From an optimization exercise on the open Yosys and OpenROAD flow, aimed at small area, a short achievable clock period and few clock cycles per item; shortcuts taken in it are not production practice.
In this exercise RTL edits were held to simulation tests only and were not proved equivalent to the original.
Power figures rest on the tool's default switching activity, not on a simulated workload.

File: flow/config.mk
export PLATFORM = sky130hd
export DESIGN_NAME = bcc_block
export DESIGN_NICKNAME = bcc_block
export VERILOG_FILES = /design/flow/design.v
export SDC_FILE = /design/flow/constraint.sdc
export NUM_CORES = 4
export LEC_CHECK = 0
export CAP_MARGIN = 20
export CORE_MARGIN = 2
export CORE_UTILIZATION = 40
export SLEW_MARGIN = 20
File: flow/constraint.sdc
create_clock -name core_clock -period 12.0 [get_ports {clk}]
set_input_delay 2.4000 -clock core_clock [delete_from_list [all_inputs] [get_ports {clk}]]
set_output_delay 2.4000 -clock core_clock [all_outputs]
set_load 0.01 [all_outputs]
File: flow/design.v
module bcc_block (
  input  wire         clk,
  input  wire         rst,           
  input  wire         in_valid,
  output wire         in_ready,
  input  wire         in_decrypt,    
  input  wire [4:0]   in_keylen,     
  input  wire [127:0] in_key,
  input  wire [63:0]  in_block,
  output wire         out_valid,
  input  wire         out_ready,
  output wire [63:0]  out_block
);
  localparam [1:0] S_IDLE = 2'd0,
                   S_RUN  = 2'd1,
                   S_DONE = 2'd2;
  reg [1:0]   state;
  reg [2:0]   rnd;       
  reg         dec;
  reg [4:0]   klen;
  reg [127:0] key;
  reg [63:0]  x;         
  wire [7:0] r = dec ? (8'd4 - {5'd0, rnd}) : {5'd0, rnd};
  reg [7:0] sk [0:7];
  integer i;
  reg [4:0] kidx;
  always @* begin
    for (i = 0; i < 8; i = i + 1) begin
      kidx  = i[4:0] % klen;
      sk[i] = r + key[8*kidx +: 8] + i * i;
    end
  end
  reg [7:0] c [0:7];     
  reg [7:0] ro [0:7];    
  reg [7:0] cx [0:7];    
  reg [63:0] enc_next;
  always @* begin
    for (i = 0; i < 8; i = i + 1)
      c[i] = (x[8*i +: 8] ^ sk[i]) + i * i + r * 7;
    for (i = 0; i < 8; i = i + 1)
      ro[i] = (i == 7) ? c[i] : ((c[i] << (i + 1)) | (c[i] >> (7 - i)));
    cx[0] = ro[0];
    for (i = 1; i < 8; i = i + 1)
      cx[i] = ro[i] ^ cx[i-1];
    enc_next = {cx[0], cx[2], cx[4], cx[6], cx[7], cx[5], cx[3], cx[1]};
  end
  reg [7:0] p [0:7];     
  reg [7:0] u [0:7];     
  reg [7:0] t [0:7];     
  reg [63:0] dec_next;
  always @* begin
    p[0] = x[8*7 +: 8];
    p[1] = x[8*0 +: 8];
    p[2] = x[8*6 +: 8];
    p[3] = x[8*1 +: 8];
    p[4] = x[8*5 +: 8];
    p[5] = x[8*2 +: 8];
    p[6] = x[8*4 +: 8];
    p[7] = x[8*3 +: 8];
    u[0] = p[0];
    for (i = 1; i < 8; i = i + 1)
      u[i] = p[i] ^ p[i-1];
    for (i = 0; i < 8; i = i + 1)
      t[i] = (i == 7) ? u[i] : ((u[i] >> (i + 1)) | (u[i] << (7 - i)));
    for (i = 0; i < 8; i = i + 1)
      dec_next[8*i +: 8] = (t[i] - i * i - r * 7) ^ sk[i];
  end
  always @(posedge clk) begin
    if (rst) begin
      state <= S_IDLE;
      rnd   <= 3'd0;
    end else begin
      case (state)
        S_IDLE: if (in_valid) begin
          x     <= in_block;
          key   <= in_key;
          klen  <= in_keylen;
          dec   <= in_decrypt;
          rnd   <= 3'd0;
          state <= S_RUN;
        end
        S_RUN: begin
          x <= dec ? dec_next : enc_next;
          if (rnd == 3'd4)
            state <= S_DONE;
          else
            rnd <= rnd + 3'd1;
        end
        S_DONE: if (out_ready)
          state <= S_IDLE;
        default: state <= S_IDLE;
      endcase
    end
  end
  assign in_ready  = (state == S_IDLE);
  assign out_valid = (state == S_DONE);
  assign out_block = x;
endmodule
File: flow/run.sh
#!/bin/bash
# synth_recipe.tcl (not shown) runs the flow's synth.tcl, then flattens the netlist and writes it again
# the make line also repeats each setting of config.mk as NAME=value (left out here)
make -C /OpenROAD-flow-scripts/flow DESIGN_CONFIG=/design/flow/config.mk WORK_HOME=/design/flow/orfs CLKGATE_MAP_FILE= SYNTH_SCRIPT=/design/flow/synth_recipe.tcl finish
==> Flow_metrics.wiki <==
{| class="wikitable"
! Metric !! Value
|-
| Run status || no timing/DRC/antenna violations
|-
| Clock sink total || 203
|-
| Avg Synthesized Cell Area || 8.64 um^2
|-
| Crit. End Element || flip-flop
|-
| Number of standard-cell rows in the floorplan || 100
|-
| Crit-path leading delay family || compound AO/OA/AOI/OAI gates
|-
| Setup CP Type || reg -> reg
|-
| Starting density of the core || 0.405
|-
| Most used standard cells in the synthesized netlist || 508 x nand2_1, 346 x ha_1, 291 x xnor2_1
|-
| Clock skew after layout || 32.6 ps
|-
| CTS H-Tree Depth || 1
|-
| Total leakage power || 14.7 nW
|-
| Combined area of all synthesized cells || 30200 um^2
|-
| Cell repeated most along the worst path || ha_1
|-
| Pin slew with the least headroom to its limit || 1040 ps
|-
| Share of the yosys chip area belonging to registers || 0.200
|-
| Worst-case headroom to the max-slew limit || 0.290
|-
| Synth async-reset ratio || 0
|-
| Warnings, synthesis || 8
|-
| # diodes || 0
|-
| Highest ir drop seen on vdd || 0.424 mV
|-
| Drt pass-1 iters || 6
|-
| Critical path data required time || 12350 ps
|-
| Drt total wl || 122000 um
|-
| Share of final-layout standard cells stronger than drive strength 1 || 0.0926
|-
| Register-to-Register Setup Slack || 510 ps
|-
| Max Transition Viols Final || 0
|-
| Gate count of the mapped netlist || 3493
|-
| Max cap viols || 0
|-
| Post-synthesis register bit count || 203
|-
| Total global routing track utilization || 0.302
|-
| Top cells by area, synth || edfxtp_1 20%, ha_1 14%, xnor2_1 8.4%
|-
| Critical-path maximum fanout || 11
|-
| Fin worst setup slack || 509 ps
|-
| Dominant cell by count in the synthesized netlist || nand2_1
|-
| Tmin final || 11490 ps
|-
| Gpl congestion || 0.996
|-
| Overall power || 10.9 mW
|-
| Residual DRC count || 0
|-
| Total power density per cell area || 307 nW/um^2
|-
| Skew-Pair Late Insertion Delay || 600 ps
|-
| Top cell type by total area after synthesis || edfxtp_1
|-
| Clk pin slew, worst setup/hold paths || 80 ps
|-
| Final nets || 4275
|-
| Startpoint kind of the worst setup timing path || flip-flop
|-
| Overflow left after global routing || 0
|-
| Number of fillers in the final layout || 7149
|-
| Die ar. || 77600 um^2
|-
| Die extent in x || 279 um
|-
| Post-synth top flop || edfxtp_1
|-
| Cell with the largest stage delay on the worst path || edfxtp_1
|-
| CTS tree || built
|-
| Vias in the first global route || 27015
|-
| Routed wire length per instance || 26.1 um
|-
| Number of buffers created by CTS || 25
|-
| Nets in the synthesized netlist || 4068
|-
| Final ANT Viol Nets || 0
|-
| Count of buffering cells on the critical path with inverters included || 6
|-
| Worst hold-check path type || reg -> reg
|-
| Maximum number of pins on one net before global-route repair || 77
|-
| Setup Viol. Count Final || 0
|-
| Post-Place Worst Slack || 240 ps
|-
| Number of antenna violations at the first check in global routing || 0
|-
| Vias after detailed routing || 29052
|-
| Count of cell types in the netlist || 90
|-
| Mean number of vias per cell || 6.20
|-
| Share of the clock period used by the worst path || 0.958
|-
| Synthesis-to-layout area growth || 17.2%
|-
| Clock tree root driver cell || clkbuf_16
|-
| Slowest cell delay on critical path || 560 ps
|-
| Max Root-Sink Buffers || 3
|-
| Y dimension of the die || 279 um
|-
| Total of buffers placed on input and output ports || 267
|-
| Area share of the leading cell type in the synthesized netlist || 0.197
|-
| Detailed Place HPWL || 92300 um
|-
| Highest achievable clock rate || 87.0 MHz
|-
| Number of violations reported at the end of detailed-routing iteration 0 || 3692
|-
| Count of flip-flops with a built-in enable after synthesis || 198
|-
| I/O pin cnt || 268
|-
| Unrepaired setup endpoints after global routing || yes
|-
| Area of the core || 74600 um^2
|-
| Wire length of the first global-routing pass || 177000 um
|-
| Data arrival time of the worst path || 11840 ps
|-
| Count of endpoints failing hold in the final timing report || 0
|}
==> state kept, by name, summed over array words and instances, names as in the netlist <==
signal  cells
state       2
rnd         3
dec         1
key       128
klen        5
x          64
==> cells by family after synthesis <==
group,synth area share
xor gates and xnor gates,0.131
buffers and inverters,0.0544
muxes,0.0980
and+or+nand+nor,0.140
AOI/OAI and AO/OA,0.215
adders and majority gates,0.161
other,0.000124
DFF,0.200
==> layer usage <==
layer  GRT usage  wire [um]  part of all wire  vias to the layer above
li1            -          -                 -                    13198
met1       0.403      49000              0.40                    13727
met2       0.484      54400              0.44                     1780
met3      0.0489      12200              0.10                      347
met4       0.128       6710             0.055                        0
met5           0          0                 0                        -
==> through the flow <==
step                      std cells  hold WS, ps  utilization  TNS, ps  area (um^2)
after floorplan                3493          529            -        0        30200
final                          4685          616        0.474        0        35400
after CTS                      4671          614        0.471        0        35100
after global placement         4628          600        0.460        0        34300
after detailed placement       4628          599        0.460        0        34300
after global routing           4685          645        0.474     -144        35400
==> path summary, 6_finish.rpt <==
path / from / endpoint / depth (start not counted)
worst max register to register: klen[1] / x[26] / 46
worst min-delay path: state[0] / state[0] / 2
worst min register to register: state[0] / state[0] / 2
worst max-delay path: klen[1] / x[26] / 46
==> area by class of cell <==
type | instances | area, um^2 | share of cell area
repair buffers | 383 | 3620 | 0.102
clock inverters | 14 | 179 | 0.00506
clock buffers | 29 | 641 | 0.0181
multi-input cells | 2869 | 22800 | 0.646
well taps | 969 | 1210 | 0.0343
inverters | 218 | 818 | 0.0231
flip-flops and latches | 203 | 6050 | 0.171
==> tightest hold or removal path: stages (launching register included) <==
cell	delay [ps]
dfxtp_1	370
nand2_1	100
and2_1	120
==> where the power goes <==
part	internal, mW	switching [mW]
Clock	0.450	0.335
Combinational	3.95	4.85
Sequential	0.964	0.300
Total	5.37	5.49
==> placed cells by master, fill, tap and decap left out, types with 24 or more instances in the layout <==
cell type | Yosys | routed
o21ai_0 | 103 | 99
ha_1 | 346 | 346
a31oi_1 | 69 | 68
inv_1 | 216 | 216
mux2i_1 | 66 | 62
fa_1 | 27 | 27
xnor2_1 | 291 | 289
xor2_1 | 131 | 130
and3_1 | 37 | 37
nand2_1 | 508 | 506
edfxtp_1 | 198 | 198
a211oi_1 | 167 | 164
clkbuf_16 | 0 | 25
o21a_1 | 33 | 32
o21bai_1 | 37 | 37
mux4_2 | 92 | 92
nand3_1 | 29 | 28
a21o_1 | 77 | 76
buf_4 | 4 | 110
a311oi_1 | 77 | 77
nand2b_1 | 27 | 26
nor2_1 | 109 | 106
clkdlybuf4s50_1 | 0 | 267
and2_1 | 112 | 111
nor2b_1 | 26 | 24
a21oi_1 | 231 | 223
==> timing repair <==
item / 4_1_cts / 5_1_grt
setup buffers: 0 / 9
endpoints found under the hold margin: 0 / 0
setup endpoints to repair: 0 / 25
resized for setup: 0 / 23
hold buffers: 0 / 0
Testbench counts, summed over its fixed seeds: cycles 11,200, items 1,600.

-- static timing again, ports no longer ideal --
Ports are ideal in the flow. The routed layout listed here was re-timed in OpenROAD.
Step 1 (the two cells are an assumption about what drives the block):
set clk [get_ports {clk}]
set_driving_cell -lib_cell sky130_fd_sc_hd__clkbuf_16 $clk
set_driving_cell -lib_cell sky130_fd_sc_hd__buf_2 [delete_from_list [all_inputs] $clk]
Step 2 adds t to the input delays and takes it off the output delays; t is the mean of the earliest and latest rising clock arrival at the registers after step 1. Input paths then give back, and output paths get back, about the clock's delay inside the block.
a / b / c = ideal / step 1 / step 2; a / b = the first two.
shift t [ns]: 0.655
slack for setup (ns): 0.509 / 0.509 / 0.509
pins driven straight from the clock port: 1
After both steps this run still meets setup and hold. The setup slack of this run moves by 0.000 ns with the drivers and by 0.000 ns with both steps.
